Context: an optimization exercise on an open-source flow, tuned for small area, a short achievable clock period and few clock cycles. The choices shown serve that exercise and are no tape-out recipe. Where RTL was checked, it was by simulation tests only, not by an equivalence proof against the original. No functional check of the RTL was part of run 4. Power and IR drop assume default switching activity.

<file path="flow/run.sh">
#!/bin/bash
set -euo pipefail
bash standard.sh SETUP_SLACK_MARGIN=5.7 \
  "BUFFER_PORTS_ARGS=-buffer_cell sky130_fd_sc_hd__buf_1" \
  "CTS_ARGS=-sink_clustering_enable -repair_clock_nets -dont_use_dummy_load -sink_clustering_buffer sky130_fd_sc_hd__clkbuf_4" \
  finish > standard.log 2>&1
</file>
<file path="standard.sh">
#!/bin/bash
# synth_recipe.tcl (not shown) runs the flow's synth.tcl, then flattens the netlist and writes it again
# the make line also repeats each setting of config.mk as NAME=value (left out here)
make -C /OpenROAD-flow-scripts/flow DESIGN_CONFIG=/design/flow/config.mk WORK_HOME=/design/flow/orfs CLKGATE_MAP_FILE= SYNTH_SCRIPT=/design/flow/synth_recipe.tcl "${@:-finish}"
</file>
<file path="config.mk">
export PLATFORM = sky130hd
export DESIGN_NAME = dfwt_core
export DESIGN_NICKNAME = dfwt_core
export VERILOG_FILES = /design/flow/design.v
export SDC_FILE = /design/flow/constraint.sdc
export NUM_CORES = 4
export LEC_CHECK = 0
export CAP_MARGIN = 20
export CORE_MARGIN = 2
export CORE_UTILIZATION = 55
export SETUP_SLACK_MARGIN = 5
export SLEW_MARGIN = 20
</file>
<file path="constraint.sdc">
create_clock -name core_clock -period 9.0 [get_ports {clk}]
set_input_delay 1.8000 -clock core_clock [delete_from_list [all_inputs] [get_ports {clk}]]
set_output_delay 1.8000 -clock core_clock [all_outputs]
set_load 0.01 [all_outputs]
</file>
<file path="design.v">
module dfwt_ser (
    input  wire        clk,
    input  wire        rst,
    input  wire        push,
    input  wire [1:0]  push_kind,
    input  wire [31:0] push_val,
    input  wire        push_big,   
    input  wire        push_ge2,   
    input  wire        push_nz,    
    output wire        free,       
    output wire        idle,       
    input  wire        tr_reset,   
    output reg         gate,
    output reg  [31:0] timestep,
    output wire        out_valid,
    input  wire        out_ready,
    output wire [7:0]  out_byte
);
    reg        qv0, qv1;
    reg [7:0]  q0, q1;
    assign out_valid = qv0;
    assign out_byte  = q0;
    localparam K_NONE = 2'd0, K_FLUX = 2'd1, K_BYTE = 2'd2, K_WIDX = 2'd3;
    reg [1:0]  kind;
    reg [31:0] t;
    reg        big, ge2, nz;
    function [23:0] inc24(input [23:0] x);
        integer i, j;
        reg c, p;
        begin
            c = 1'b1;
            for (j = 0; j < 6; j = j + 1) begin
                p = c;
                for (i = 0; i < 4; i = i + 1) begin
                    inc24[4*j+i] = x[4*j+i] ^ p;
                    p = p & x[4*j+i];
                end
                c = c & (&x[4*j +: 4]);
            end
        end
    endfunction
    function [23:0] dec24(input [23:0] x);
        integer i, j;
        reg c, p;
        begin
            c = 1'b1;
            for (j = 0; j < 6; j = j + 1) begin
                p = c;
                for (i = 0; i < 4; i = i + 1) begin
                    dec24[4*j+i] = x[4*j+i] ^ p;
                    p = p & ~x[4*j+i];
                end
                c = c & ~(|x[4*j +: 4]);
            end
        end
    endfunction
    wire is_flux = (kind == K_FLUX);
    wire is_widx = (kind == K_WIDX);
    wire has     = (kind != K_NONE);
    wire        lo_z   = (t[6:0] == 7'd0);
    wire [6:0]  dec_lo = t[6:0] - 7'd1;
    wire [23:0] dec_hi = dec24(t[31:8]);
    wire [31:0] t_129  = lo_z ? {dec_hi, t[7], 7'h7F}
                              : (t[7] ? {t[31:8], 1'b0, dec_lo} : {dec_hi, 1'b1, dec_lo});
    wire        hi9_nz = (t[31:9] != 23'd0);
    wire        gt258  = hi9_nz || (t[8] && (t[7:2] != 6'd0 || t[1:0] == 2'd3));   
    wire        ge131  = hi9_nz || t[8] || (t[7] && (t[6:2] != 5'd0 || t[1:0] == 2'd3));  
    wire [5:0]  widx_k = big ? 6'd63 : t[5:0];
    wire [15:0] t_widx = t[15:0] - 16'd63;    
    wire        gt126  = (t[15:7] != 9'd0) || (t[6:0] == 7'h7F);                 
    reg [7:0] nbyte;
    always @(*) begin
        case (kind)
            K_FLUX: begin
                if (big)      nbyte = 8'hFF;
                else if (ge2) nbyte = {1'b1, t[6:0] - 7'd2};
                else if (nz)  nbyte = {7'd0, gate};
                else          nbyte = 8'h02;
            end
            K_BYTE:  nbyte = t[7:0];
            default: nbyte = {2'b01, widx_k};
        endcase
    end
    wire [7:0] inc = q0[7] ? {1'b0, q0[6:0]} + 8'd2
                           : {7'd0, (q0[7:2] == 6'd0)};
    wire [8:0] ts_lo = {1'b0, timestep[7:0]} + {1'b0, inc};
    reg        ts_c;
    wire take   = qv0 && out_ready;
    wire ld_out = has && !qv1;           
    wire last   = is_flux ? !nz : is_widx ? !big : 1'b1;
    assign free = !has || (ld_out && last);
    assign idle = !has && !qv0 && !ts_c;
    always @(posedge clk) begin
        if (rst) begin
            kind      <= K_NONE;
            qv0       <= 1'b0;
            qv1       <= 1'b0;
            gate      <= 1'b0;
            timestep  <= 32'd0;
            ts_c      <= 1'b0;
        end else begin
            if (ts_c)
                timestep[31:8] <= inc24(timestep[31:8]);
            ts_c <= 1'b0;
            if (take) begin
                timestep[7:0] <= ts_lo[7:0];
                ts_c          <= ts_lo[8];
            end
            if (take) begin
                qv1 <= 1'b0;
                if (!qv1) qv0 <= ld_out;
                else      qv1 <= ld_out;
            end else if (ld_out) begin
                if (!qv0) qv0 <= 1'b1;
                else      qv1 <= 1'b1;
            end
            if (ld_out && kind == K_BYTE && !t[5]) gate <= t[0];
            if (tr_reset) begin
                gate     <= 1'b0;
                timestep <= 32'd0;
            end
            if (push)
                kind <= push_kind;
            else if (ld_out && last)
                kind <= K_NONE;
        end
        if (take || !qv0)
            q0 <= qv1 ? q1 : nbyte;
        if (qv0 && (take ? qv1 : !qv1))
            q1 <= nbyte;
        if (push) begin
            t   <= push_val;
            big <= push_big;
            ge2 <= push_ge2;
            nz  <= push_nz;
        end else if (ld_out) begin
            if (is_widx) begin
                t   <= {16'd0, t_widx};
                big <= gt126;
            end else if (big) begin
                t   <= t_129;
                big <= gt258;
                ge2 <= ge131;
                nz  <= 1'b1;
            end else begin
                ge2 <= 1'b0;
                nz  <= 1'b0;
            end
        end
    end
endmodule
module dfwt_core (
    input  wire        clk,
    input  wire        rst,
    input  wire        op_valid,
    output wire        op_ready,
    input  wire [3:0]  op_code,
    input  wire [31:0] op_arg,
    input  wire [5:0]  op_len,
    output wire        out_valid,
    input  wire        out_ready,
    output wire [7:0]  out_byte,
    output wire        busy,
    output wire [15:0] crc,
    output wire [31:0] timestep,
    output wire        gate
);
    localparam OP_CRC_INIT  = 4'h0, OP_CRC_RESET = 4'h1, OP_CRC_BYTE = 4'h2,
               OP_MFM       = 4'h3, OP_FM        = 4'h4, OP_RAW      = 4'h5,
               OP_MFM_CRC   = 4'h6, OP_CONFIG    = 4'h7, OP_FLUSH    = 4'h8,
               OP_BT_RESET  = 4'h9, OP_WRGATE    = 4'hA, OP_FLUX     = 4'hB,
               OP_WAIT_IDX  = 4'hC, OP_STOP      = 4'hD, OP_TR_RESET = 4'hE;
    localparam S_IDLE = 2'd0, S_CELLS = 2'd1, S_PAD = 2'd2, S_EXEC = 2'd3;
    localparam K_FLUX = 2'd1, K_BYTE = 2'd2, K_WIDX = 2'd3;
    function [15:0] crc_byte(input [15:0] c, input [7:0] b);
        integer i;
        reg [15:0] x;
        begin
            x = c ^ {b, 8'h00};
            for (i = 0; i < 8; i = i + 1)
                x = x[15] ? ((x << 1) ^ 16'h1021) : (x << 1);
            crc_byte = x;
        end
    endfunction
    reg [1:0]  state;
    reg [15:0] crc_cur, crc_init;
    reg        last_bit;
    reg [14:0] half_r;
    reg [7:0]  precomp_r;
    reg [31:0] cell_buf;
    reg [4:0]  idx;       
    reg        enc;       
    reg        fm;
    reg [1:0]  pad_cnt;
    reg [3:0]  x_code;
    reg [5:0]  sr;
    reg [2:0]  warm;      
    reg [15:0] fw_lo, fw_hi;
    reg [1:0]  fw_c;
    reg        fw_b;
    reg        pend;      
    reg        zb;        
    reg        mp, mm;    
    reg        busy_r;
    reg [1:0]  crc_op;
    reg        rdy;       
    wire       ser_free, ser_idle;
    reg        push, tr_reset;
    reg [1:0]  push_kind;
    reg [31:0] push_val;
    reg        push_big, push_ge2, push_nz;
    dfwt_ser u_ser (
        .clk(clk), .rst(rst),
        .push(push), .push_kind(push_kind), .push_val(push_val),
        .push_big(push_big), .push_ge2(push_ge2), .push_nz(push_nz),
        .free(ser_free), .idle(ser_idle), .tr_reset(tr_reset),
        .gate(gate), .timestep(timestep),
        .out_valid(out_valid), .out_ready(out_ready), .out_byte(out_byte)
    );
    assign op_ready = rdy;
    assign busy     = busy_r;
    assign crc      = crc_cur;
    wire op_fire = op_valid && op_ready;
    wire [15:0] crc_nx  = crc_byte(crc_cur, cell_buf[7:0]);
    localparam C_NONE = 2'd0, C_INIT = 2'd1, C_RESET = 2'd2, C_BYTE = 2'd3;
    wire [15:0] crc_now = (crc_op == C_INIT)  ? cell_buf[15:0] :
                          (crc_op == C_RESET) ? crc_init :
                          (crc_op == C_BYTE)  ? crc_nx : crc_cur;
    wire [4:0] sel   = enc ? {1'b0, idx[4:1]} : idx;
    wire       d     = cell_buf[sel];
    wire       clkc  = fm | ~(last_bit | d);
    wire       cbit  = (state == S_CELLS) && ((enc && idx[0]) ? clkc : d);
    wire       lowering = (state == S_CELLS) || (state == S_PAD);
    wire       real_x   = warm[2];
    wire       judge    = real_x && sr[3];
    wire       step     = lowering && !(judge && !ser_free);
    wire [1:0]  fw_d    = fw_c - {1'b0, fw_b};
    wire [15:0] fw_hr   = fw_hi + {{14{fw_d[1]}}, fw_d};
    wire [31:0] fw_val  = {fw_hr, fw_lo};
    wire [16:0] pmx     = mm ? {9'h0FF, ~precomp_r} : mp ? {9'd0, precomp_r} : 17'd0;
    wire [16:0] lo_b    = zb ? 17'd0 : {1'b0, fw_lo};
    wire [16:0] hf      = {2'd0, half_r};
    wire [16:0] cs_s    = lo_b ^ pmx ^ hf;
    wire [16:0] cs_c    = (lo_b & pmx) | (lo_b & hf) | (pmx & hf);
    wire [17:0] lo_sum  = {1'b0, cs_s} + {cs_c, mm};
    wire [4:0]  w_next  = {sr[3:0], cbit};
    wire        real_n  = warm[2] || (warm[1:0] == 2'd3);
    wire        hr_z    = (fw_d == 2'd0) ? (fw_hi == 16'h0000) :
                          (fw_d == 2'd1) ? (fw_hi == 16'hFFFF) :
                          (fw_d == 2'd3) ? (fw_hi == 16'h0001) : 1'b0;
    wire        fw_hz   = hr_z && (fw_lo[15:8] == 8'd0);
    wire        fw_big  = !fw_hz || (fw_lo[7] && fw_lo[6:1] != 6'd0);
    wire        fw_ge2  = !fw_hz || (fw_lo[7:1] != 7'd0);
    wire        cb_hz   = (cell_buf[31:8] == 24'd0);
    wire        cb_big  = !cb_hz || (cell_buf[7] && cell_buf[6:1] != 6'd0);
    wire        cb_ge2  = !cb_hz || (cell_buf[7:1] != 7'd0);
    wire        cb_wbig = (cell_buf[15:6] != 10'd0);
    wire flush_op = (op_code[3] && (op_code != 4'hF)) || (op_code == OP_CONFIG);
    always @(*) begin
        push      = 1'b0;
        push_kind = K_FLUX;
        push_val  = cell_buf;
        tr_reset  = 1'b0;
        push_big  = cb_big;
        push_ge2  = cb_ge2;
        push_nz   = cb_ge2 || cell_buf[0];
        if (state == S_EXEC) begin
            case (x_code)
                OP_WRGATE:   begin push = ser_free; push_kind = K_BYTE; push_val = {31'd0, cell_buf[0]}; end
                OP_FLUX:     push = ser_free;
                OP_WAIT_IDX: begin push = ser_free && (cell_buf[15:0] != 16'd0); push_kind = K_WIDX; push_val = {16'd0, cell_buf[15:0]}; push_big = cb_wbig; end
                OP_STOP:     begin push = ser_free; push_kind = K_BYTE; push_val = 32'h3F; end
                OP_TR_RESET: tr_reset = ser_idle;
                default: ;
            endcase
        end else if (step && judge) begin
            push     = 1'b1;
            push_val = fw_val;
            push_big = fw_big;
            push_ge2 = fw_ge2;
            push_nz  = fw_ge2 || fw_lo[0];
        end
    end
    always @(posedge clk) begin
        if (rst) begin
            state     <= S_IDLE;
            crc_cur   <= 16'hFFFF;
            crc_init  <= 16'hFFFF;
            last_bit  <= 1'b0;
            half_r    <= 15'd200;
            precomp_r <= 8'd0;
            sr        <= 6'd0;
            warm      <= 3'd0;
            pend      <= 1'b0;
            zb        <= 1'b1;
            mp        <= 1'b0;
            mm        <= 1'b0;
            busy_r    <= 1'b0;
            crc_op    <= C_NONE;
            rdy       <= 1'b1;
        end else begin
            crc_cur <= crc_now;
            if (crc_op == C_INIT) crc_init <= cell_buf[15:0];
            crc_op <= C_NONE;
            busy_r <= (state != S_IDLE) || op_fire || !ser_idle;
            case (state)
                S_IDLE: if (op_fire) begin
                    case (op_code)
                        OP_CRC_INIT:  crc_op <= C_INIT;
                        OP_CRC_RESET: crc_op <= C_RESET;
                        OP_CRC_BYTE:  crc_op <= C_BYTE;
                        OP_MFM, OP_FM: begin
                            if (op_arg[8]) crc_op <= C_BYTE;
                            state    <= S_CELLS;
                            rdy      <= 1'b0;
                        end
                        OP_RAW: if (!op_len[5] || (op_len[4:0] == 5'd0)) begin
                            last_bit <= op_arg[0];
                            if (op_len != 6'd0) begin
                                state <= S_CELLS;
                                rdy   <= 1'b0;
                            end
                        end
                        OP_MFM_CRC: begin
                            state <= S_CELLS;
                            rdy   <= 1'b0;
                        end
                        OP_BT_RESET: begin
                            last_bit <= 1'b0;
                            state    <= pend ? S_PAD : S_EXEC;
                            rdy      <= 1'b0;
                        end
                        default: if (flush_op) begin
                            state <= pend ? S_PAD : S_EXEC;
                            rdy   <= 1'b0;
                        end
                    endcase
                end
                S_EXEC: begin
                    case (x_code)
                        OP_CONFIG: begin
                            half_r    <= cell_buf[15:1];
                            precomp_r <= cell_buf[23:16];
                            state     <= S_IDLE;
                            rdy       <= 1'b1;
                        end
                        OP_WRGATE, OP_FLUX, OP_STOP:
                            if (ser_free) begin
                                state <= S_IDLE;
                                rdy   <= 1'b1;
                            end
                        OP_WAIT_IDX:
                            if (ser_free || cell_buf[15:0] == 16'd0) begin
                                state <= S_IDLE;
                                rdy   <= 1'b1;
                            end
                        OP_TR_RESET:
                            if (ser_idle) begin
                                state <= S_IDLE;
                                rdy   <= 1'b1;
                            end
                        default: begin
                            state <= S_IDLE;
                            rdy   <= 1'b1;
                        end
                    endcase
                end
                default: ;
            endcase
            if (step) begin
                sr   <= {sr[4:0], cbit};
                pend <= 1'b1;
                zb   <= !real_n || sr[2];
                mp   <= (w_next == 5'b00101);
                mm   <= (w_next == 5'b10100);
                if (!real_x)
                    warm <= warm + 3'd1;
                if (state == S_CELLS) begin
                    if (enc && !idx[0]) last_bit <= d;
                    if (idx == 5'd0) begin
                        state <= S_IDLE;
                        rdy   <= 1'b1;
                    end
                end else if (pad_cnt == 2'd3) begin
                    sr    <= 6'd0;
                    warm  <= 3'd0;
                    pend  <= 1'b0;
                    zb    <= 1'b1;
                    mp    <= 1'b0;
                    mm    <= 1'b0;
                    state <= S_EXEC;
                end
            end
        end
        if (step) begin
            fw_lo <= lo_sum[15:0];
            fw_hi <= zb ? 16'd0 : fw_hr;
            fw_c  <= lo_sum[17:16];
            fw_b  <= mm;
        end
        if (rdy) begin
            x_code   <= op_code;
            pad_cnt  <= 2'd0;
            enc      <= (op_code != OP_RAW);
            fm       <= (op_code == OP_FM);
            cell_buf <= (op_code == OP_MFM_CRC) ? {16'd0, crc_now} : op_arg;
            idx      <= (op_code == OP_RAW) ? op_len[4:0] - 5'd1 :
                        (op_code == OP_MFM_CRC) ? 5'd31 : 5'd15;
        end else if (step) begin
            idx     <= idx - 5'd1;
            pad_cnt <= pad_cnt + 2'd1;
        end
    end
endmodule
</file>
==> flow_summary.json, run 1 <==
{
  "first_pass_iters": 6,
  "cts_tree": "built",
  "synth_ff_type": "edfxtp_1",
  "synth_cell_types": 74,
  "ys_seq_elements": 242,
  "crit_chain": "buf_4 -> mux2i_1 -> fa_1 -> inv_1 -> ha_2 -> inv_2 -> fa_2 -> nor2b_1 -> o21ai_1 -> a21boi_2 -> o41ai_4 -> o211ai_1 -> a31o_2 -> a21oi_2 -> xnor2_1",
  "vias": 12600,
  "holdPathEnd": "crc_init[6]$_SDFFE_PP1P_",
  "grt_max_degree": 61,
  "synthToLayoutAreaGrowth_pct": 10.8,
  "end_kind": "register",
  "syn_inst": 1634,
  "path_class": "reg -> reg",
  "start_util_pct": 55.8,
  "rsz0062_at_grt": "true",
  "critPathSlowestCell": "fa_1",
  "syn-num-nets": 1792,
  "die_area_mm2": 0.0286,
  "hold_path.startpoint": "crc_init[6]$_SDFFE_PP1P_",
  "ff2ff_setup_slack_ns": 5.73,
  "hpwl_mm": 28.3,
  "r2r_start": "mm$_SDFFE_PP0N_",
  "nFillCells": 2402,
  "grt_util_all_layers_pct": 27.3,
  "syn_avg_cell_area_um2": 9.18,
  "core_mm2": 0.0269,
  "synth_top_area_share_pct": 25.8,
  "dieHeight_um": 169,
  "die_x_um": 169,
  "worstPathRequired_ns": 9.23,
  "placementRows": 60,
  "worst_pin_slew_ns": 1.02,
  "clkLatencyLatePin_ns": 0.51,
  "crit_fanout": 5,
  "clk_pin_slew_ns": 0.06,
  "skew_ns": 0.0382,
  "r2r_end": "fw_c[0]$_DFFE_PN_",
  "p_leak_nw": 6.38,
  "finalSetupTns_ns": 0,
  "synthArstFlopShare_pct": 0,
  "synthTopCellsByArea": "edfxtp_1, dfxtp_1, ha_1, a21oi_1, nand2_1",
  "ys_seq_area_share_pct": 40.9,
  "p_per_area_mw_per_mm2": 220,
  "nNetsFinal": 1918,
  "outcome": "no timing/DRC/antenna violations",
  "grt_pass1_wl_mm": 62.3,
  "port_buffers": 105,
  "synth_enable_flop_cells": 129,
  "fmax_ghz": 0.306,
  "path_buf_inv": 3,
  "clock_path_buffers": 3,
  "io_pins": 106,
  "maxSlewViolCount": 0,
  "globalplace.congestion": 0.893,
  "hold_viol": 0,
  "period_needed_ns": 3.27,
  "yosysTopAreaCell": "edfxtp_1",
  "grt-ovfl-total": 0,
  "cts_num_sinks": 242,
  "drt-initial-drc-count": 1012,
  "setup.worst_path.start_class": "register",
  "drt_wl_total_mm": 39.6,
  "hp-class": "reg -> reg",
  "hold_depth": 2,
  "peakVddDrop_v": 0.000335,
  "syn_area_mm2": 0.0150,
  "root_buffer": "clkbuf_16",
  "post-route-drc-count": 0,
  "ys_warn_count": 2,
  "finalSetupViolCount": 0,
  "cts_buffers": 66,
  "drtAntennaViolNets": 0,
  "antenna_found_initial": 0,
  "holdWs_ns": 0.439,
  "h-tree-depth": 3,
  "finalCritPeriodShare_pct": 36.3,
  "critical_path_arrival_ns": 3.50,
  "grt_pass1_vias": 11800,
  "vias_per_cell": 5.98,
  "max-slew-margin-rel_pct": 31.7,
  "crit_family": "adder cells",
  "antennaDiodeCount": 0,
  "drive_gt1_share_pct": 9.22,
  "reg2regPathDepth": 15,
  "wire_per_inst_um": 18.9,
  "drv_cap": 0,
  "cpPeakStageDelay_ns": 0.43
}
-- how the worst max path moves through the flow --
stage	end	depth (start not counted)	from	slack (ns)
final	fw_c[0]$_DFFE_PN_	15	mm$_SDFFE_PP0N_	5.73
after global routing	fw_lo[15]$_DFFE_PN_	13	mm$_SDFFE_PP0N_	5.61
after CTS	fw_c[0]$_DFFE_PN_	13	zb$_SDFFE_PP1N_	5.68
after detailed placement	u_ser.t[20]$_DFFE_PP_	8	u_ser.kind[0]$_SDFFE_PP0P_	4.35
after global placement	u_ser.t[20]$_DFFE_PP_	8	u_ser.kind[0]$_SDFFE_PP0P_	4.47
after floorplan	fw_c[0]$_DFFE_PN_	16	mm$_SDFFE_PP0N_	5.62
-- layer usage --
layer | wire (um) | track usage, % | vias up
met5 | 0 | 0 | -
met4 | 865 | 8.84 | 0
met3 | 2810 | 4.68 | 70
met2 | 17700 | 42.2 | 428
met1 | 18200 | 39.3 | 5961
li1 | - | - | 6100
-- where the power goes --
part	internal (mW)	total, mW	switching (mW)	leakage [nW]
logic	0.458	1.23	0.770	3.88
registers	1.36	1.53	0.175	2.13
clock network	0.467	0.888	0.422	0.373
total	2.28	3.65	1.37	6.38
-- cell type report --
type,instances,area (um2),area share (%)
Timing Repair Buffer,138,673,4.05
Inverter,79,299,1.80
Tap cell,341,427,2.57
Sequential cell,242,6150,37.0
Clock buffer,66,653,3.93
Multi-Input combinational cell,1233,8420,50.7
-- cells in the final DEF, fill, tap and decap left out, types with 12 or more instances in the layout --
master    synthesis  final
nand2_1         170    170
nor4_1           29     29
mux2i_1          48     48
inv_1            78     77
ha_1             94     90
fa_1             18     17
dfxtp_1         113    109
clkbuf_4          0     57
nor3_1           40     39
nand2b_1         35     34
buf_4             1     31
a21o_1           14     14
a31oi_1          16     16
o21ai_0          55     50
nor2_1          159    158
buf_1             5    104
edfxtp_1        129    129
xnor2_1          56     56
a21oi_1         161    158
nand4_1          12     12
nor2b_1          44     42
o21a_1           16     16
xor2_1           41     40
o22ai_1          28     28
nand3_1          30     30
o211ai_1         13     13
-- timing repair --
item	in CTS	in global routing
setup buffers	6	12
hold buffers	0	0
endpoints found under the hold margin	0	0
resized for setup	26	21
pin swaps	3	12
gates cloned	0	3
endpoints found under the setup margin	145	49
-- per-stage QoR --
| step | total power [mW] | std cells | instance area (um2) | util [%] | setup WS [ns] |
|---|---|---|---|---|---|
| floorplan | 2.36 | 1634 | 15000 | - | 5.62 |
| global placement | 2.73 | 2012 | 15600 | 58.1 | 4.47 |
| global route | 3.86 | 2099 | 16600 | 61.8 | 5.61 |
| detailed placement | 2.74 | 2012 | 15600 | 58.1 | 4.35 |
| finish | 3.65 | 2099 | 16600 | 61.8 | 5.73 |
| CTS | 3.64 | 2084 | 16400 | 61.1 | 5.68 |
-- worst register-to-register path: stages (launching register included) --
cell,delay (ns)
dfxtp_4,0.37
buf_4,0.14
mux2i_1,0.16
fa_1,0.43
inv_1,0.06
ha_2,0.18
inv_2,0.04
fa_2,0.39
nor2b_1,0.12
o21ai_1,0.11
a21boi_2,0.25
o41ai_4,0.10
o211ai_1,0.25
a31o_2,0.20
a21oi_2,0.06
xnor2_1,0.11
-- cell usage after synthesis (all sizes together) (7+ instances only) --
cell type / count
nor2b: 44
nor4: 29
o31ai: 7
nand2b: 35
dfxtp: 113
nand3: 30
nand3b: 11
clkbuf: 65
and2: 10
a21o: 14
a31oi: 16
buf: 17
mux2: 9
inv: 79
a211oi: 7
nor3: 40
edfxtp: 129
o21a: 16
and3: 8
xor2: 41
mux2i: 50
o22ai: 28
xnor2: 56
fa: 18
nand4: 12
o221ai: 7
o21ai: 59
a22oi: 8
nor2: 159
o211ai: 13
a21oi: 162
ha: 94
nand2: 170
-- sequential cells by signal (all words and copies together), names as in the netlist, 5 cells and up --
signal	count
cell_buf	32
crc_cur	16
crc_init	16
fw_hi	16
fw_lo	16
half_r	15
idx	5
precomp_r	8
u_ser.q0	8
u_ser.q1	8
u_ser.t	32
u_ser.timestep	32
-- cell families (layout without fill, tap and decap cells) --
kind of cell	count (synthesis)	in the layout	share of synthesized area, %
AND/OR/NAND/NOR	581	583	18.6
AO/OA/AOI/OAI	376	376	15.3
flip-flops	242	242	40.9
buffers and inverters	161	283	4.19
adder cells (fa/ha/maj)	112	112	10.2
XOR/XNOR	97	97	5.67
multiplexers	65	65	5.12
Testbench counts, summed over its fixed seeds: cycles 205,357.
==> run 2, diff against run 1 <==
==> flow/run.sh (replaced) <==
#!/bin/bash
set -euo pipefail
bash standard.sh SETUP_SLACK_MARGIN=5.7 \
  "BUFFER_PORTS_ARGS=-buffer_cell sky130_fd_sc_hd__buf_1" \
  "CTS_ARGS=-sink_clustering_enable -repair_clock_nets -dont_use_dummy_load" \
  finish > standard.log 2>&1
--- a/config.mk
+++ b/config.mk
@@ -8,5 +8,5 @@
 export CAP_MARGIN = 20
 export CORE_MARGIN = 2
-export CORE_UTILIZATION = 55
+export CORE_UTILIZATION = 70
 export SETUP_SLACK_MARGIN = 5
 export SLEW_MARGIN = 20
==> flow_summary.json, run 2 <==
{
  "root_buffer": "clkbuf_16",
  "vias": 12600,
  "cts_buffers": 27,
  "worstPathRequired_ns": 9.27,
  "grt_pass1_vias": 11800,
  "hpwl_mm": 27.8,
  "die_area_mm2": 0.0226,
  "nFillCells": 1516,
  "synth_ff_type": "edfxtp_1",
  "hold_viol": 0,
  "crit_chain": "nor2b_4 -> mux2i_2 -> fa_1 -> inv_1 -> ha_1 -> nor2b_2 -> o21ai_2 -> a21boi_2 -> o41ai_2 -> buf_4 -> o211ai_1 -> a31o_2 -> a21oi_2 -> xnor2_1",
  "max-slew-margin-rel_pct": 37.9,
  "hold_path.startpoint": "crc_init[1]$_SDFFE_PP1P_",
  "skew_ns": 0.0258,
  "period_needed_ns": 3.33,
  "finalCritPeriodShare_pct": 37.0,
  "ys_seq_area_share_pct": 40.9,
  "p_leak_nw": 6.29,
  "core_mm2": 0.0210,
  "cpPeakStageDelay_ns": 0.50,
  "drt-initial-drc-count": 1179,
  "syn-num-nets": 1792,
  "ff_latch_area_mm2": 0.00614,
  "syn_avg_cell_area_um2": 9.18,
  "drtAntennaViolNets": 0,
  "synthArstFlopShare_pct": 0,
  "critical_path_arrival_ns": 3.60,
  "port_buffers": 105,
  "post-route-drc-count": 0,
  "clkLatencyLatePin_ns": 0.53,
  "syn_inst": 1634,
  "grt_max_degree": 61,
  "syn_area_mm2": 0.0150,
  "placementRows": 53,
  "reg_top3": "cell_buf x32, u_ser.t x32, u_ser.timestep x32",
  "setup.worst_path.start_class": "register",
  "maxSlewViolCount": 0,
  "io_pins": 106,
  "ys_warn_count": 2,
  "globalplace.congestion": 0.923,
  "dieHeight_um": 150,
  "start_util_pct": 71.3,
  "clk_pin_slew_ns": 0.06,
  "ctsHoldBuffers": 0,
  "layout_common_cells": "nand2_1, a21oi_1, nor2_1",
  "crit_start": "mm$_SDFFE_PP0N_",
  "synthTopCellsByArea": "edfxtp_1, dfxtp_1, ha_1, a21oi_1, nand2_1",
  "h-tree-depth": 1,
  "grt-ovfl-total": 0,
  "drt_wl_total_mm": 38.6,
  "synth_cell_types": 74,
  "drv_cap": 0,
  "yosys.cell_count.top_type": "nand2_1",
  "total_power_mw": 3.68,
  "cts_num_sinks": 242,
  "p_per_area_mw_per_mm2": 223,
  "drive_gt1_share_pct": 7.14,
  "finalSetupTns_ns": 0,
  "antenna_found_initial": 0,
  "nNetsFinal": 1869,
  "synth_common_cells": "nand2_1, a21oi_1, nor2_1",
  "rsz0062_at_grt": "true",
  "layout.cells.non_filler": 1984,
  "multi_input_area_mm2": 0.00844,
  "wire_per_inst_um": 19.4,
  "synthToLayoutAreaGrowth_pct": 10.0,
  "peakVddDrop_v": 0.000226,
  "finalSetupViolCount": 0,
  "final_common_cell": "nand2_1",
  "holdPathEnd": "crc_init[1]$_SDFFE_PP1P_",
  "reg2regPathDepth": 14,
  "synth_enable_flop_cells": 129,
  "r2r_start": "mm$_SDFFE_PP0N_",
  "fmax_ghz": 0.300,
  "critPathSlowestCell": "fa_1",
  "crit_fanout": 5,
  "path_class": "reg -> reg",
  "vias_per_cell": 6.34,
  "end_kind": "register",
  "hold_depth": 2,
  "r2r_end": "fw_c[0]$_DFFE_PN_",
  "antennaDiodeCount": 0,
  "first_pass_iters": 5,
  "ys_seq_elements": 242,
  "yosysTopAreaCell": "edfxtp_1",
  "outcome": "no timing/DRC/antenna violations",
  "cts_tree": "built",
  "grt_util_all_layers_pct": 33.8,
  "die_x_um": 150,
  "ff2ff_setup_slack_ns": 5.67,
  "worst_pin_slew_ns": 0.924,
  "place_inst": 1943,
  "synth_top_area_share_pct": 25.8,
  "grt_pass1_wl_mm": 60.7,
  "clock_path_buffers": 3,
  "hp-class": "reg -> reg"
}
run 2: cell counts after synthesis:
Identical to the previous run, type by type.
run 2: layout make-up:
cell class	count	share of cell area, %
Inverter	79	1.84
Timing Repair Buffer	128	3.57
Tap cell	275	2.09
Multi-Input combinational cell	1233	51.2
Sequential cell	242	37.2
Clock buffer	27	4.10
run 2: cell families (layout without fill, tap and decap cells):
family	count (synthesis)	in the layout	share of synthesized area (%)
buf+inv	161	234	4.19
mux	65	65	5.12
compound gates	376	376	15.3
flops	242	242	40.9
xor+xnor	97	97	5.67
fa+ha+maj	112	112	10.2
simple gates	581	583	18.6
run 2: what timing repair did:
action | CTS | global route
gates resized for setup | 25 | 30
pin swaps | 6 | 10
setup buffers | 8 | 4
endpoints found under the setup margin | 140 | 64
hold endpoints to repair | 0 | 0
gates cloned | 0 | 2
run 2: worst max-delay path: cells and delay by family, from the launching register on:
family	cells	cell delay, ns
AOI/OAI and AO/OA	6	1.05
xor gates and xnor gates	1	0.07
adders and majority gates	2	0.84
buffers and inverters	2	0.25
DFF	1	0.38
muxes	1	0.10
and+or+nand+nor	2	0.37
run 2: metal layers:
layer / part of all wire (%) / vias to the layer above / global-route usage (%) / wire (um)
met2: 47 / 559 / 54.9 / 18000
met3: 8.7 / 75 / 6.21 / 3380
met4: 2.5 / 0 / 8.35 / 969
li1: - / 5974 / - / -
met1: 42 / 5966 / 47.0 / 16200
met5: 0 / - / 0 / 0
run 2: worst max path at each step:
stage                                 end  cells after the start
floorplan               fw_c[0]$_DFFE_PN_                     16
global placement    u_ser.t[21]$_DFFE_PP_                      8
detailed placement  u_ser.t[30]$_DFFE_PP_                      8
CTS                 u_ser.t[16]$_DFFE_PP_                      9
global route            fw_c[0]$_DFFE_PN_                     16
finish                  fw_c[0]$_DFFE_PN_                     14
run 2: stage by stage:
| stage | hold WS (ns) | utilization (%) | setup WS [ns] | instance area (um2) |
|---|---|---|---|---|
| after floorplan | 0.422 | - | 5.62 | 15000 |
| after global placement | 0.431 | 73.8 | 4.68 | 15500 |
| after detailed placement | 0.433 | 73.8 | 4.52 | 15500 |
| after CTS | 0.442 | 77.7 | 5.67 | 16300 |
| after global routing | 0.451 | 78.5 | 5.55 | 16500 |
| final | 0.440 | 78.5 | 5.67 | 16500 |
run 2: where the power goes:
| group | total, mW | switching, mW | internal (mW) | leakage, nW |
|---|---|---|---|---|
| registers | 1.53 | 0.169 | 1.36 | 2.13 |
| clock network | 0.920 | 0.398 | 0.522 | 0.333 |
| logic | 1.24 | 0.774 | 0.461 | 3.82 |
==> run 3, diff against run 2 <==
--- a/config.mk
+++ b/config.mk
@@ -8,5 +8,6 @@
 export CAP_MARGIN = 20
 export CORE_MARGIN = 2
-export CORE_UTILIZATION = 70
+export CORE_UTILIZATION = 55
+export PLACE_DENSITY = 0.85
 export SETUP_SLACK_MARGIN = 5
 export SLEW_MARGIN = 20
==> flow_summary.json, run 3 <==
{
  "outcome": "no timing/DRC/antenna violations",
  "port_buffers": 105,
  "start_util_pct": 55.8,
  "vias_per_cell": 6.35,
  "yosys.cell_count.top_type": "nand2_1",
  "pre_cts_ws_ns": 4.83,
  "p_int_mw": 2.37,
  "synthTopCellsByArea": "edfxtp_1, dfxtp_1, ha_1, a21oi_1, nand2_1",
  "drv_cap": 0,
  "p_switching_mw": 1.39,
  "grt_max_degree": 61,
  "maxSlewViolCount": 0,
  "h-tree-depth": 1,
  "root_buffer": "clkbuf_16",
  "placementRows": 60,
  "synth_common_cells": "nand2_1, a21oi_1, nor2_1",
  "worstPathRequired_ns": 9.27,
  "grt_pass1_wl_mm": 62.6,
  "first_pass_iters": 8,
  "core_mm2": 0.0269,
  "grt-ovfl-total": 0,
  "path_class": "reg -> reg",
  "io_pins": 106,
  "globalplace.congestion": 0.994,
  "synth_ff_type": "edfxtp_1",
  "syn_inst": 1634,
  "ys_warn_count": 2,
  "drt_wl_total_mm": 39.7,
  "ys_seq_elements": 242,
  "p_per_area_mw_per_mm2": 226,
  "grt_pass1_vias": 12500,
  "drive_gt1_share_pct": 7.46,
  "setup_ws_ns": 5.54,
  "synth_cell_types": 74,
  "fmax_ghz": 0.289,
  "post-route-drc-count": 0,
  "skew_ns": 0.0202,
  "combPwrFrac_pct": 34.4,
  "finalSetupViolCount": 0,
  "rsz0062_at_grt": "true",
  "post-route-util_pct": 62.0,
  "syn-num-nets": 1792,
  "wire_per_inst_um": 19.3,
  "antennaDiodeCount": 0,
  "final_common_cell": "nand2_1",
  "drtAntennaViolNets": 0,
  "worst_pin_slew_ns": 1.04,
  "yosysTopAreaCell": "edfxtp_1",
  "antenna_found_initial": 0,
  "max-slew-margin-rel_pct": 30.6,
  "syn_avg_cell_area_um2": 9.18,
  "synth_top_area_share_pct": 25.8,
  "pwr-share-clk_pct": 24.7,
  "hpwl_mm": 27.9,
  "reg_top3": "cell_buf x32, u_ser.t x32, u_ser.timestep x32",
  "synth_enable_flop_cells": 129,
  "dieHeight_um": 169,
  "die_area_mm2": 0.0286,
  "clk_pin_slew_ns": 0.06,
  "period_needed_ns": 3.46,
  "cts_num_sinks": 242,
  "layout_common_cells": "nand2_1, nor2_1, a21oi_1",
  "syn_area_mm2": 0.0150,
  "switching_share_pct": 36.9,
  "hp-class": "reg -> reg",
  "finalSetupTns_ns": 0,
  "nNetsFinal": 1875,
  "clock_path_buffers": 3,
  "peakVddDrop_v": 0.000266,
  "die_x_um": 169,
  "crit_fanout": 5,
  "cts_tree": "built",
  "end_kind": "register",
  "critical_path_arrival_ns": 3.73,
  "grt_util_all_layers_pct": 27.0,
  "vias": 13000,
  "holdWs_ns": 0.446,
  "cts_buffers": 27,
  "finalCritPeriodShare_pct": 38.4,
  "setup.worst_path.start_class": "register",
  "seq_power_share_pct": 40.9,
  "drt-initial-drc-count": 1393,
  "clkLatencyLatePin_ns": 0.53,
  "synthToLayoutAreaGrowth_pct": 11.1,
  "hold_viol": 0,
  "ys_seq_area_share_pct": 40.9,
  "p_leak_nw": 6.32,
  "synthArstFlopShare_pct": 0
}
-- run 3: cell families after synthesis --
logic type	Yosys count	synth area share, %
adder cells (fa/ha/maj)	112	10.2
AND/OR/NAND/NOR	581	18.6
AO/OA/AOI/OAI	376	15.3
multiplexers	65	5.12
flip-flops	242	40.9
buffers and inverters	161	4.19
XOR/XNOR	97	5.67
-- run 3: path summary, 6_finish.rpt --
check	endpoint	start	cells past startpoint	slack [ns]
worst min register to register	crc_init[3]$_SDFFE_PP1P_	crc_init[3]$_SDFFE_PP1P_	2	0.45
worst min-delay path	crc_init[3]$_SDFFE_PP1P_	crc_init[3]$_SDFFE_PP1P_	2	0.45
worst max-delay path	fw_c[0]$_DFFE_PN_	mm$_SDFFE_PP0N_	16	5.54
worst max register to register	fw_c[0]$_DFFE_PN_	mm$_SDFFE_PP0N_	16	5.54
-- run 3: metal layers --
metal	up-vias	wire length, um	share of wire, %	global-route usage, %
li1	6001	-	-	-
met1	6141	15300	38	34.4
met2	764	19100	48	46.0
met3	141	3870	9.7	4.54
met4	0	1490	3.8	11.1
met5	-	0	0	0
-- run 3: timing repair --
| action | 4_1_cts | 5_1_grt |
|---|---|---|
| setup endpoints to repair | 102 | 69 |
| resized for setup | 27 | 27 |
| setup buffers | 14 | 6 |
| hold buffers | 0 | 0 |
| pin swaps | 7 | 10 |
-- run 3: worst max-delay path: stages, from the launching register on --
cell      delay, ns
dfxtp_4        0.38
nor2b_4        0.20
buf_12         0.13
mux2i_4        0.06
fa_1           0.45
inv_1          0.07
ha_2           0.17
inv_1          0.07
fa_2           0.40
nor2b_2        0.14
o21ai_2        0.08
a21boi_2       0.22
o41ai_4        0.11
o211ai_1       0.31
a31o_2         0.22
a21oi_2        0.06
xnor2_1        0.12
-- run 3: through the flow --
step | instance area (um2) | total power [mW] | instances
finish | 16700 | 3.76 | 2056
global route | 16700 | 3.92 | 2056
floorplan | 15000 | 2.36 | 1634
CTS | 16500 | 3.67 | 2050
detailed placement | 15600 | 2.70 | 2009
global placement | 15600 | 2.65 | 2009
-- run 3: power by group through the flow --
stage          clock network, mW  registers (mW)  logic, mW
4_1_cts                    0.933            1.52       1.21
3_3_place_gp                   0            1.54       1.12
3_5_place_dp                   0            1.54       1.16
6_report                   0.929            1.54       1.30
5_1_grt                    0.971            1.55       1.40
2_1_floorplan                  0            1.49      0.870
-- run 3: area by class of cell --
cell class | instances | area (um2)
sequential | 242 | 6150
clock buffer | 27 | 676
timing repair buffer | 136 | 658
tap | 341 | 427
fill | 2108 | 10200
inverter | 79 | 303
multi-input combinational | 1231 | 8450
==> run 4, diff against run 3 <==
--- a/design.v
+++ b/design.v
@@ -129,5 +129,5 @@
         if (qv0 && (take ? qv1 : !qv1))
             q1 <= nbyte;
-        if (push) begin
+        if (free) begin
             t   <= push_val;
             big <= push_big;
--- a/config.mk
+++ b/config.mk
@@ -9,5 +9,4 @@
 export CORE_MARGIN = 2
 export CORE_UTILIZATION = 55
-export PLACE_DENSITY = 0.85
 export SETUP_SLACK_MARGIN = 5
 export SLEW_MARGIN = 20
==> flow_summary.json, run 4 <==
{
  "outcome": "no timing/DRC/antenna violations",
  "pwr-share-clk_pct": 27.7,
  "placementRows": 60,
  "syn_avg_cell_area_um2": 9.23,
  "max-slew-margin-rel_pct": 33.2,
  "synth_xor_area_share_pct": 5.55,
  "crit_fanout": 5,
  "yosys.cell_count.top_type": "nand2_1",
  "synth-simple-area-share_pct": 18.4,
  "worstPathRequired_ns": 9.25,
  "period_needed_ns": 3.47,
  "crit_chain": "nor2b_4 -> mux2i_2 -> fa_1 -> inv_2 -> ha_4 -> inv_2 -> fa_2 -> nor2b_2 -> o31a_1 -> o211ai_1 -> buf_4 -> a21oi_4 -> nor3_4 -> nor3_2 -> buf_4 -> o21ai_2 -> nand3b_1",
  "synth_top_area_share_pct": 26.1,
  "wire_per_inst_um": 19.1,
  "synth_ff_type": "edfxtp_1",
  "fmax_ghz": 0.288,
  "critical_path_arrival_ns": 3.71,
  "worst_pin_slew_ns": 0.995,
  "h-tree-depth": 1,
  "synthToLayoutAreaGrowth_pct": 12.6,
  "first_pass_iters": 8,
  "r2r_start": "mm$_SDFFE_PP0P_",
  "syn_area_mm2": 0.0148,
  "drt-initial-drc-count": 905,
  "grt_max_degree": 58,
  "maxSlewViolCount": 0,
  "switching_share_pct": 33.0,
  "ys_warn_count": 2,
  "globalplace.congestion": 0.866,
  "nFillCells": 2357,
  "top_usage_layer": "met2",
  "nNetsFinal": 1859,
  "hold_viol": 0,
  "post-route-drc-count": 0,
  "clkLatencyLatePin_ns": 0.55,
  "total_power_mw": 3.33,
  "cts_num_sinks": 242,
  "synthArstFlopShare_pct": 0,
  "post-route-util_pct": 62.5,
  "use_met1_pct": 40.3,
  "drtAntennaViolNets": 0,
  "synth_cell_types": 70,
  "drv_cap": 0,
  "combPwrFrac_pct": 27.0,
  "start_util_pct": 55.5,
  "drt_wl_total_mm": 38.9,
  "yosysTopAreaCell": "edfxtp_1",
  "holdPathEnd": "crc_init[0]$_SDFFE_PP1P_",
  "cpPeakStageDelay_ns": 0.57,
  "finalSetupTns_ns": 0,
  "die_area_mm2": 0.0283,
  "place_inst": 1985,
  "setup.worst_path.start_class": "register",
  "drive_gt1_share_pct": 8.00,
  "root_buffer": "clkbuf_16",
  "critPathSlowestCell": "fa_1",
  "grt_pass1_wl_mm": 61.3,
  "end_kind": "register",
  "synth_enable_flop_cells": 129,
  "antenna_found_initial": 0,
  "io_pins": 106,
  "grtUsageMet2_pct": 41.3,
  "p_switching_mw": 1.10,
  "syn-num-nets": 1765,
  "ff2ff_setup_slack_ns": 5.53,
  "clk_pin_slew_ns": 0.06,
  "cts_tree": "built",
  "reg2regPathDepth": 17,
  "peakVddDrop_v": 0.000178,
  "vias_per_cell": 5.98,
  "cts_buffers": 27,
  "synth-adder-area-share_pct": 10.4,
  "reg_top3": "cell_buf x32, u_ser.t x32, u_ser.timestep x32",
  "grt_util_all_layers_pct": 27.0,
  "seq_power_share_pct": 45.3,
  "vias": 12200,
  "p_int_mw": 2.23,
  "synthTopCellsByArea": "edfxtp_1, dfxtp_1, ha_1, a21oi_1, nand2_1",
  "holdWs_ns": 0.443,
  "grt-ovfl-total": 0,
  "skew_ns": 0.0475,
  "grt_pass1_vias": 11300,
  "port_buffers": 105,
  "p_leak_nw": 6.33,
  "core_mm2": 0.0267,
  "layout_common_cells": "nand2_1, a21oi_1, nor2_1",
  "ys_seq_area_share_pct": 41.3,
  "dieHeight_um": 168,
  "hold_path.startpoint": "crc_init[0]$_SDFFE_PP1P_",
  "clock_path_buffers": 3,
  "synth_compound_area_share_pct": 14.7,
  "p_per_area_mw_per_mm2": 199,
  "r2r_end": "fw_c[0]$_DFFE_PP_",
  "die_x_um": 168,
  "finalSetupViolCount": 0,
  "synthMuxAreaShare_pct": 5.31,
  "path_class": "reg -> reg",
  "antennaDiodeCount": 0,
  "final_common_cell": "nand2_1",
  "hp-class": "reg -> reg",
  "syn_inst": 1607,
  "ys_seq_elements": 242,
  "synth_common_cells": "nand2_1, a21oi_1, nor2_1",
  "finalCritPeriodShare_pct": 38.5,
  "rsz0062_at_grt": "true",
  "synth_top_family_by_area": "simple AND/OR/NAND/NOR gates",
  "layout.cells.non_filler": 2040,
  "hold_depth": 2,
  "met3_usage_pct": 3.69,
  "hpwl_mm": 27.5
}
[run 4: cell count changes after synthesis, sizes merged, moves of 8 or more]
cell and change:
nand2 +11, a21oi -15, nor2 -26, o211ai -10, o21a -9, clkbuf +15
buf -11, xor2 -9, nor2b +8
[run 4: how the worst max path moves through the flow]
stage | startpoint | end | cells past startpoint
finish | mm$_SDFFE_PP0P_ | fw_c[0]$_DFFE_PP_ | 17
global route | mm$_SDFFE_PP0P_ | fw_lo[14]$_DFFE_PP_ | 16
CTS | mm$_SDFFE_PP0P_ | fw_c[0]$_DFFE_PP_ | 15
detailed placement | mm$_SDFFE_PP0P_ | fw_c[0]$_DFFE_PP_ | 15
global placement | op_code[2] | cell_buf[1]$_DFFE_PP_ | 5
floorplan | fw_b$_DFFE_PP_ | u_ser.t[31]$_DFFE_PP_ | 10
[run 4: area by class of cell]
| cell class | instances | area [um2] | area share (%) |
|---|---|---|---|
| Multi-Input combinational cell | 1195 | 8290 | 49.6 |
| Clock buffer | 27 | 676 | 4.04 |
| Inverter | 84 | 323 | 1.93 |
| Timing Repair Buffer | 151 | 842 | 5.04 |
| Sequential cell | 242 | 6140 | 36.8 |
| Tap cell | 341 | 427 | 2.55 |
[run 4: worst max-delay path: cells and delay by family (launching register included)]
family	cells	cell delay, ns
muxes	1	0.11
adders and majority gates	3	0.93
DFF	1	0.38
AOI/OAI and AO/OA	4	0.64
buffers and inverters	4	0.41
and+or+nand+nor	5	0.69
[run 4: logic make-up after synthesis]
logic type                 Yosys count
AOI/OAI and AO/OA                  358
xor gates and xnor gates            94
adders and majority gates          112
buffers and inverters              170
DFF                                242
muxes                               64
and+or+nand+nor                    567
[run 4: metal layers]
| metal | up-vias | wire length (um) |
|---|---|---|
| met5 | - | 0 |
| met1 | 5812 | 18100 |
| met2 | 396 | 17300 |
| met3 | 65 | 2480 |
| met4 | 0 | 995 |
| li1 | 5932 | - |
[run 4: power groups by stage]
stage	combinational [mW]	clock, mW	sequential, mW
2_1_floorplan	0.670	0	1.44
4_1_cts	0.867	0.945	1.50
6_report	0.900	0.923	1.51
3_3_place_gp	0.832	0	1.52
5_1_grt	0.995	0.981	1.52
3_5_place_dp	0.838	0	1.52
[run 4: metrics by stage]
step	instance area (um2)	worst slack [ns]
detailed placement	15500	4.99
CTS	16400	5.64
finish	16700	5.53
global placement	15500	4.71
global route	16700	5.41
floorplan	14900	5.69
[run 4: repair_timing]
| action | in CTS | in global routing |
|---|---|---|
| pin swaps | 13 | 13 |
| cloned | 1 | 2 |
| hold buffers | 0 | 0 |
| resized for setup | 31 | 33 |
| endpoints found under the setup margin | 50 | 38 |
| setup buffers | 12 | 13 |
==> run 5, diff against run 4 <==
--- a/design.v
+++ b/design.v
@@ -129,5 +129,5 @@
         if (qv0 && (take ? qv1 : !qv1))
             q1 <= nbyte;
-        if (free) begin
+        if (push) begin
             t   <= push_val;
             big <= push_big;
==> flow/run.sh (replaced) <==
#!/bin/bash
set -euo pipefail
bash standard.sh SETUP_SLACK_MARGIN=5.7 \
  "BUFFER_PORTS_ARGS=-buffer_cell sky130_fd_sc_hd__buf_1" \
  "CTS_ARGS=-sink_clustering_enable -repair_clock_nets -dont_use_dummy_load -sink_clustering_buffer sky130_fd_sc_hd__clkbuf_8" \
  finish > standard.log 2>&1
==> flow_summary.json, run 5 <==
{
  "clkLatencyLatePin_ns": 0.50,
  "crit_fanout": 16,
  "ys_warn_count": 2,
  "combPwrFrac_pct": 33.8,
  "syn_area_mm2": 0.0150,
  "rsz0062_at_grt": "true",
  "dieHeight_um": 169,
  "use_met1_pct": 40.0,
  "drt-initial-drc-count": 1119,
  "synthToLayoutAreaGrowth_pct": 10.7,
  "syn_avg_cell_area_um2": 9.18,
  "clock_path_buffers": 3,
  "hold_path.startpoint": "crc_init[6]$_SDFFE_PP1P_",
  "p_per_area_mw_per_mm2": 220,
  "die_x_um": 169,
  "cts_tree": "built",
  "first_pass_iters": 5,
  "start_util_pct": 55.8,
  "globalplace.congestion": 0.893,
  "critical_path_arrival_ns": 3.47,
  "synth_top_area_share_pct": 25.8,
  "root_buffer": "clkbuf_16",
  "pwr-share-clk_pct": 24.3,
  "nNetsFinal": 1890,
  "end_kind": "register",
  "ff2ff_setup_slack_ns": 5.75,
  "outcome": "no timing/DRC/antenna violations",
  "post-route-drc-count": 0,
  "hpwl_mm": 28.3,
  "r2r_end": "fw_c[0]$_DFFE_PN_",
  "synthTopCellsByArea": "edfxtp_1, dfxtp_1, ha_1, a21oi_1, nand2_1",
  "h-tree-depth": 2,
  "syn-num-nets": 1792,
  "grt_max_degree": 61,
  "grt_util_all_layers_pct": 27.2,
  "period_needed_ns": 3.25,
  "synthArstFlopShare_pct": 0,
  "vias": 12400,
  "finalSetupViolCount": 0,
  "port_buffers": 105,
  "die_area_mm2": 0.0286,
  "maxSlewViolCount": 0,
  "switching_share_pct": 37.3,
  "hp-class": "reg -> reg",
  "antennaDiodeCount": 0,
  "p_switching_mw": 1.36,
  "worstPathRequired_ns": 9.22,
  "cts_buffers": 43,
  "antenna_found_initial": 0,
  "setup.worst_path.start_class": "register",
  "worst_pin_slew_ns": 1.02,
  "grt_pass1_wl_mm": 62.1,
  "wire_per_inst_um": 19.2,
  "drtAntennaViolNets": 0,
  "grt_pass1_vias": 11600,
  "synth_cell_types": 74,
  "placementRows": 60,
  "met3_usage_pct": 4.26,
  "skew_ns": 0.0419,
  "io_pins": 106,
  "yosys.cell_count.top_type": "nand2_1",
  "finalSetupTns_ns": 0,
  "drive_gt1_share_pct": 7.98,
  "peakVddDrop_v": 0.000294,
  "reg_top3": "cell_buf x32, u_ser.t x32, u_ser.timestep x32",
  "drv_cap": 0,
  "max-slew-margin-rel_pct": 31.3,
  "vias_per_cell": 5.99,
  "finalCritPeriodShare_pct": 36.1,
  "clk_pin_slew_ns": 0.06,
  "drt_wl_total_mm": 39.7,
  "reg2regPathDepth": 13,
  "fin_area_mm2": 0.0166,
  "layout_common_cells": "nand2_1, nor2_1, a21oi_1",
  "top_usage_layer": "met2",
  "p_leak_nw": 6.33,
  "holdPathEnd": "crc_init[6]$_SDFFE_PP1P_",
  "synth_enable_flop_cells": 129,
  "core_mm2": 0.0269,
  "hold_depth": 2,
  "ys_seq_elements": 242,
  "syn_inst": 1634,
  "ctsHoldBuffers": 0,
  "grt-ovfl-total": 0,
  "yosysTopAreaCell": "edfxtp_1",
  "place_area_mm2": 0.0156,
  "r2r_start": "zb$_SDFFE_PP1N_",
  "cts_num_sinks": 242,
  "ys_seq_area_share_pct": 40.9,
  "path_class": "reg -> reg",
  "final_common_cell": "nand2_1",
  "synth_common_cells": "nand2_1, a21oi_1, nor2_1",
  "fmax_ghz": 0.308,
  "grtUsageMet2_pct": 42.2,
  "seq_power_share_pct": 41.9,
  "p_int_mw": 2.29,
  "hold_viol": 0,
  "synth_ff_type": "edfxtp_1"
}
[run 5: cell count changes in the layout (fill, tap and decap cells not counted), moves of 7 or more]
cell,change
nor2_1,+24
buf_4,-9
a21oi_1,+15
o21a_1,+9
clkbuf_8,+38
nor2b_1,-7
nand2_1,-11
xor2_1,+10
clkbuf_16,-22
o211ai_1,+10
[run 5: worst max-delay path by stage]
| stage | startpoint | to | slack [ns] | depth (start not counted) |
|---|---|---|---|---|
| global route | mm$_SDFFE_PP0N_ | fw_c[0]$_DFFE_PN_ | 5.57 | 15 |
| detailed placement | u_ser.kind[0]$_SDFFE_PP0P_ | u_ser.t[20]$_DFFE_PP_ | 4.35 | 8 |
| floorplan | mm$_SDFFE_PP0N_ | fw_c[0]$_DFFE_PN_ | 5.62 | 16 |
| finish | zb$_SDFFE_PP1N_ | fw_c[0]$_DFFE_PN_ | 5.75 | 13 |
| CTS | zb$_SDFFE_PP1N_ | fw_c[0]$_DFFE_PN_ | 5.66 | 15 |
| global placement | u_ser.kind[0]$_SDFFE_PP0P_ | u_ser.t[20]$_DFFE_PP_ | 4.47 | 8 |
[run 5: cells by family (layout without fill, tap and decap cells)]
| kind of cell | Yosys count | count (layout) | share of synthesized area, % |
|---|---|---|---|
| XOR/XNOR | 97 | 97 | 5.67 |
| AO/OA/AOI/OAI | 376 | 376 | 15.3 |
| multiplexers | 65 | 65 | 5.12 |
| AND/OR/NAND/NOR | 581 | 583 | 18.6 |
| adder cells (fa/ha/maj) | 112 | 112 | 10.2 |
| buffers and inverters | 161 | 255 | 4.19 |
| flip-flops | 242 | 242 | 40.9 |
[run 5: power by group through the flow]
stage | clock (mW) | sequential (mW) | combinational (mW)
floorplan | 0 | 1.49 | 0.870
global placement | 0 | 1.54 | 1.18
detailed placement | 0 | 1.55 | 1.19
finish | 0.886 | 1.53 | 1.24
global route | 0.943 | 1.55 | 1.36
CTS | 0.903 | 1.53 | 1.21
[run 5: routing by layer]
metal / vias to the layer above / part of all wire [%]
li1: 6014 / -
met1: 5954 / 46
met2: 385 / 45
met3: 61 / 6.7
met4: 0 / 1.9
met5: - / 0
[run 5: area by class of cell]
class,count,area [um2]
tap,341,427
inverter,79,303
clock buffer,43,648
fill,2393,10300
multi-input combinational,1233,8440
timing repair buffer,133,637
sequential,242,6150
[run 5: repair_timing]
item	in CTS	in global routing
setup buffers	7	6
resized for setup	26	27
pin swaps	3	13
setup endpoints to repair	141	55
cloned	0	3
[run 5: critical path: stages (launching register included)]
cell      delay [ns]
dfxtp_4         0.36
buf_12          0.15
nand2b_1        0.18
fa_1            0.51
inv_1           0.04
ha_1            0.36
nor2b_1         0.16
o21ai_1         0.19
a21boi_2        0.11
o41ai_4         0.28
o211ai_1        0.20
a31o_2          0.24
a21oi_2         0.14
xnor2_1         0.07
[run 5: stage by stage]
step / util [%] / hold slack, ns / power [mW] / std cells / setup slack, ns
floorplan: - / 0.422 / 2.36 / 1634 / 5.62
global placement: 58.1 / 0.431 / 2.73 / 2012 / 4.47
detailed placement: 58.1 / 0.434 / 2.74 / 2012 / 4.35
CTS: 61.1 / 0.443 / 3.64 / 2062 / 5.66
global route: 61.8 / 0.461 / 3.85 / 2071 / 5.57
finish: 61.8 / 0.439 / 3.65 / 2071 / 5.75
Testbench counts of run 5, summed over its fixed seeds: cycles 205,357.
==> run 6, diff against run 5 <==
==> flow/run.sh (replaced) <==
#!/bin/bash
set -euo pipefail
bash standard.sh SETUP_SLACK_MARGIN=5.6 \
  "BUFFER_PORTS_ARGS=-buffer_cell sky130_fd_sc_hd__buf_1" \
  "CTS_ARGS=-sink_clustering_enable -repair_clock_nets -dont_use_dummy_load" \
  finish > standard.log 2>&1
==> flow_summary.json, run 6 <==
{
  "crit_chain": "nor2b_4 -> buf_4 -> mux2i_1 -> fa_1 -> inv_1 -> ha_1 -> o21a_1 -> o21ai_0 -> nand2b_1 -> a41oi_2 -> o21ai_0 -> o21a_1 -> nor2_1 -> xnor2_1",
  "end_kind": "register",
  "r2r_start": "mm$_SDFFE_PP0N_",
  "post-route-drc-count": 0,
  "layout_common_cells": "nand2_1, a21oi_1, nor2_1",
  "holdWs_ns": 0.440,
  "pre_cts_ws_ns": 4.35,
  "peakVddDrop_v": 0.000314,
  "p_leak_nw": 6.29,
  "synth_cell_types": 74,
  "vias_per_cell": 5.95,
  "setup.worst_path.start_class": "register",
  "dieHeight_um": 169,
  "drt_wl_total_mm": 39.1,
  "worst_pin_slew_ns": 0.956,
  "syn_inst": 1634,
  "layout.cells.non_filler": 2051,
  "io_pins": 106,
  "die_x_um": 169,
  "path_class": "reg -> reg",
  "finalCritPeriodShare_pct": 36.2,
  "period_needed_ns": 3.26,
  "first_pass_iters": 5,
  "cpPeakStageDelay_ns": 0.48,
  "setup_ws_ns": 5.74,
  "placementRows": 60,
  "grt_pass1_wl_mm": 61.8,
  "grt-ovfl-total": 0,
  "die_area_mm2": 0.0286,
  "finalSetupTns_ns": 0,
  "synthToLayoutAreaGrowth_pct": 10.3,
  "antenna_found_initial": 0,
  "syn_avg_cell_area_um2": 9.18,
  "crit_fanout": 5,
  "drv_cap": 0,
  "synth_top_area_share_pct": 25.8,
  "synthArstFlopShare_pct": 0,
  "ys_warn_count": 2,
  "yosysTopAreaCell": "edfxtp_1",
  "globalplace.congestion": 0.893,
  "p_per_area_mw_per_mm2": 222,
  "start_util_pct": 55.8,
  "critPathSlowestCell": "fa_1",
  "grt_pass1_vias": 11400,
  "cts_num_sinks": 242,
  "synth_enable_flop_cells": 129,
  "cts_buffers": 27,
  "h-tree-depth": 1,
  "critical_path_arrival_ns": 3.52,
  "drtAntennaViolNets": 0,
  "hpwl_mm": 28.3,
  "final_common_cell": "nand2_1",
  "clock_path_buffers": 3,
  "synthTopCellsByArea": "edfxtp_1, dfxtp_1, ha_1, a21oi_1, nand2_1",
  "nFillCells": 2369,
  "reg_top3": "cell_buf x32, u_ser.t x32, u_ser.timestep x32",
  "outcome": "no timing/DRC/antenna violations",
  "crit_start": "mm$_SDFFE_PP0N_",
  "wire_per_inst_um": 19.1,
  "clkLatencyLatePin_ns": 0.56,
  "ff_latch_area_mm2": 0.00615,
  "synth_common_cells": "nand2_1, a21oi_1, nor2_1",
  "yosys.cell_count.top_type": "nand2_1",
  "cts_tree": "built",
  "hold_viol": 0,
  "ys_seq_elements": 242,
  "drt-initial-drc-count": 1094,
  "rsz0062_at_grt": "true",
  "hold_path.startpoint": "crc_init[6]$_SDFFE_PP1P_",
  "antennaDiodeCount": 0,
  "grt_util_all_layers_pct": 27.0,
  "skew_ns": 0.0543,
  "vias": 12200,
  "drive_gt1_share_pct": 6.32,
  "worstPathRequired_ns": 9.26,
  "syn_area_mm2": 0.0150,
  "nNetsFinal": 1870,
  "clk_pin_slew_ns": 0.06,
  "fmax_ghz": 0.307,
  "place_inst": 2012,
  "port_buffers": 105,
  "finalSetupViolCount": 0,
  "max-slew-margin-rel_pct": 35.8,
  "ys_seq_area_share_pct": 40.9,
  "syn-num-nets": 1792,
  "grt_max_degree": 61,
  "multi_input_area_mm2": 0.00836,
  "hp-class": "reg -> reg",
  "synth_ff_type": "edfxtp_1",
  "root_buffer": "clkbuf_16",
  "core_mm2": 0.0269,
  "maxSlewViolCount": 0
}
-- run 6: cells by family (layout without fill, tap and decap cells) --
family | count (synthesis) | count (layout) | share of synthesized area, %
AOI/OAI and AO/OA | 376 | 376 | 15.3
muxes | 65 | 65 | 5.12
xor gates and xnor gates | 97 | 97 | 5.67
buffers and inverters | 161 | 237 | 4.19
adders and majority gates | 112 | 112 | 10.2
and+or+nand+nor | 581 | 581 | 18.6
DFF | 242 | 242 | 40.9
-- run 6: worst paths after layout --
kind                                    to  slack [ns]  depth (start not counted)
setup / recovery       fw_lo[15]$_DFFE_PN_        5.74                         14
hold / removal    crc_init[6]$_SDFFE_PP1P_        0.44                          2
setup reg to reg       fw_lo[15]$_DFFE_PN_        5.74                         14
hold reg to reg   crc_init[6]$_SDFFE_PP1P_        0.44                          2
-- run 6: repair_timing --
item	4_1_cts	5_1_grt
pin swaps	2	6
gates cloned	0	1
setup endpoints to repair	112	81
setup buffers	4	7
hold buffers	0	0
gates resized for setup	17	20
-- run 6: report_power, final --
part,internal (mW),switching (mW),total [mW]
registers,1.36,0.175,1.53
clock network,0.522,0.406,0.928
logic,0.448,0.764,1.21
-- run 6: worst max-delay path: cells and delay by family (launching register included) --
family	cells	cell delay, ns
buffers and inverters	2	0.20
multiplexers	1	0.08
flip-flops	1	0.38
AO/OA/AOI/OAI	5	0.98
AND/OR/NAND/NOR	3	0.43
adder cells (fa/ha/maj)	2	0.81
XOR/XNOR	1	0.08
-- run 6: final cells by class --
cell class | count | share of cell area (%)
tap | 341 | 2.58
multi-input combinational | 1231 | 50.6
timing repair buffer | 131 | 3.75
inverter | 79 | 1.83
clock buffer | 27 | 4.09
sequential | 242 | 37.2
-- run 6: metrics by stage --
stage | util [%] | area [um2] | power, mW
CTS | 60.9 | 16400 | 3.67
global route | 61.5 | 16500 | 3.86
floorplan | - | 15000 | 2.36
global placement | 58.1 | 15600 | 2.73
finish | 61.5 | 16500 | 3.67
detailed placement | 58.1 | 15600 | 2.74
-- run 6: per-layer routing --
layer | global-route usage [%] | part of all wire, % | vias to the layer above
li1 | - | - | 5973
met1 | 40.0 | 47 | 5829
met2 | 42.7 | 45 | 355
met3 | 3.16 | 6.0 | 56
met4 | 5.98 | 2.0 | 0
met5 | 0 | 0 | -
==> run 7, diff against run 6 <==
==> flow/run.sh (replaced) <==
#!/bin/bash
set -euo pipefail
bash standard.sh SETUP_SLACK_MARGIN=5.8 \
  "BUFFER_PORTS_ARGS=-buffer_cell sky130_fd_sc_hd__buf_1" \
  "CTS_ARGS=-sink_clustering_enable -repair_clock_nets -dont_use_dummy_load" \
  finish > standard.log 2>&1
==> flow_summary.json, run 7 <==
{
  "setup.worst_path.start_class": "register",
  "wire_per_inst_um": 19.5,
  "peakVddDrop_v": 0.000277,
  "end_kind": "register",
  "placementRows": 60,
  "finalSetupViolCount": 0,
  "ys_seq_area_share_pct": 40.9,
  "holdWs_ns": 0.442,
  "crit_chain": "nor2b_4 -> buf_4 -> nand2_1 -> o21ai_0 -> fa_1 -> ha_1 -> a211oi_1 -> o211ai_1 -> a41oi_2 -> o21ai_1 -> o21a_1 -> nor2_1 -> xnor2_1",
  "worst_pin_slew_ns": 0.962,
  "total_power_mw": 3.77,
  "layout_common_cells": "nand2_1, nor2_1, a21oi_1",
  "drv_cap": 0,
  "finalCritPeriodShare_pct": 36.9,
  "skew_ns": 0.0255,
  "period_needed_ns": 3.32,
  "syn_area_mm2": 0.0150,
  "grt_pass1_vias": 11600,
  "syn-num-nets": 1792,
  "globalplace.congestion": 0.934,
  "drt_wl_total_mm": 40.4,
  "dieHeight_um": 169,
  "finalSetupTns_ns": 0,
  "cts_tree": "built",
  "first_pass_iters": 5,
  "ys_warn_count": 2,
  "drt-initial-drc-count": 1025,
  "port_buffers": 105,
  "fmax_ghz": 0.301,
  "hp-class": "reg -> reg",
  "p_per_area_mw_per_mm2": 223,
  "grt_pass1_wl_mm": 62.3,
  "synth_enable_flop_cells": 129,
  "synth_common_cells": "nand2_1, a21oi_1, nor2_1",
  "critPathSlowestCell": "fa_1",
  "clock_path_buffers": 3,
  "ff2ff_setup_slack_ns": 5.68,
  "crit_fanout": 5,
  "synthTopCellsByArea": "edfxtp_1, dfxtp_1, ha_1, a21oi_1, nand2_1",
  "yosysTopAreaCell": "edfxtp_1",
  "synthToLayoutAreaGrowth_pct": 12.5,
  "grt_util_all_layers_pct": 27.3,
  "p_leak_nw": 6.43,
  "grt-ovfl-total": 0,
  "syn_avg_cell_area_um2": 9.18,
  "post-route-drc-count": 0,
  "critical_path_arrival_ns": 3.60,
  "ys_seq_elements": 242,
  "clkLatencyLatePin_ns": 0.54,
  "final_common_cell": "nand2_1",
  "r2r_end": "fw_lo[15]$_DFFE_PN_",
  "drtAntennaViolNets": 0,
  "crit_family": "compound AO/OA/AOI/OAI gates",
  "cp_num_cells": 13,
  "synth_cell_types": 74,
  "fin_area_mm2": 0.0169,
  "grt_max_degree": 61,
  "syn_inst": 1634,
  "outcome": "no timing/DRC/antenna violations",
  "vias_per_cell": 5.98,
  "synthArstFlopShare_pct": 0,
  "vias": 12400,
  "nNetsFinal": 1891,
  "max-slew-margin-rel_pct": 35.3,
  "path_class": "reg -> reg",
  "yosys.cell_count.top_type": "nand2_1",
  "worstPathRequired_ns": 9.28,
  "die_x_um": 169,
  "crit_start": "mp$_SDFFE_PP0N_",
  "clk_pin_slew_ns": 0.06,
  "r2r_start": "mp$_SDFFE_PP0N_"
}
==> run 7: cell counts after synthesis <==
No cell type changed its count.
==> run 7: final cells by class <==
class / instances / area [um2] / area share [%]
clock buffers: 27 / 676 / 4.00
multi-input cells: 1233 / 8540 / 50.6
inverters: 79 / 305 / 1.81
repair buffers: 150 / 778 / 4.61
diodes: 1 / 2.50 / 0.0148
flip-flops and latches: 242 / 6140 / 36.4
well taps: 341 / 427 / 2.53
==> run 7: routing by layer <==
layer	vias up	global-route usage, %	wire (um)
li1	6024	-	-
met1	5968	40.2	18900
met2	345	42.4	18100
met3	61	4.51	2480
met4	0	6.35	900
met5	-	0	0
==> run 7: timing repair <==
item	4_1_cts	5_1_grt
setup endpoints to repair	114	67
gates resized for setup	27	42
pin swaps	5	20
gates cloned	2	1
buffers inserted	9	22
==> run 7: worst min path at each step <==
stage	start	end	slack, ns	cells past startpoint
global route	crc_init[5]$_SDFFE_PP1P_	crc_init[5]$_SDFFE_PP1P_	0.45	2
finish	crc_init[5]$_SDFFE_PP1P_	crc_init[5]$_SDFFE_PP1P_	0.44	2
floorplan	crc_init[0]$_SDFFE_PP1P_	crc_init[0]$_SDFFE_PP1P_	0.42	2
CTS	crc_init[5]$_SDFFE_PP1P_	crc_init[5]$_SDFFE_PP1P_	0.44	2
global placement	crc_init[8]$_SDFFE_PP1P_	crc_init[8]$_SDFFE_PP1P_	0.43	2
detailed placement	crc_init[5]$_SDFFE_PP1P_	crc_init[5]$_SDFFE_PP1P_	0.43	2
==> run 7: worst reg2reg max path, stage by stage (launching register included) <==
cell	delay [ns]
dfxtp_2	0.34
nor2b_4	0.20
buf_4	0.16
nand2_1	0.05
o21ai_0	0.11
fa_1	0.48
ha_1	0.28
a211oi_1	0.33
o211ai_1	0.27
a41oi_2	0.32
o21ai_1	0.13
o21a_1	0.20
nor2_1	0.12
xnor2_1	0.07
==> run 7: per-stage QoR <==
stage	setup WS, ns	cells
floorplan	5.66	1634
global placement	5.26	2011
detailed placement	5.15	2011
CTS	5.70	2049
global route	5.46	2072
finish	5.68	2073
==> run 7: kinds of logic after synthesis <==
| family | Yosys count | share of synthesized area (%) |
|---|---|---|
| AND/OR/NAND/NOR | 581 | 18.6 |
| AO/OA/AOI/OAI | 376 | 15.3 |
| flip-flops | 242 | 40.9 |
| buffers and inverters | 161 | 4.19 |
| adder cells (fa/ha/maj) | 112 | 10.2 |
| XOR/XNOR | 97 | 5.67 |
| multiplexers | 65 | 5.12 |
==> run 7: report_power, final <==
part	internal [mW]	leakage [nW]	switching [mW]
sequential	1.36	2.13	0.189
clock	0.522	0.333	0.411
combinational	0.502	3.96	0.786

Setup slack of run 7, layout unchanged: 5.682 ns with ideal ports, 5.682 ns with driving cells assumed (clock clkbuf_16, inputs buf_2), 5.310 ns with port delays also shifted by the 0.574 ns mid clock arrival.
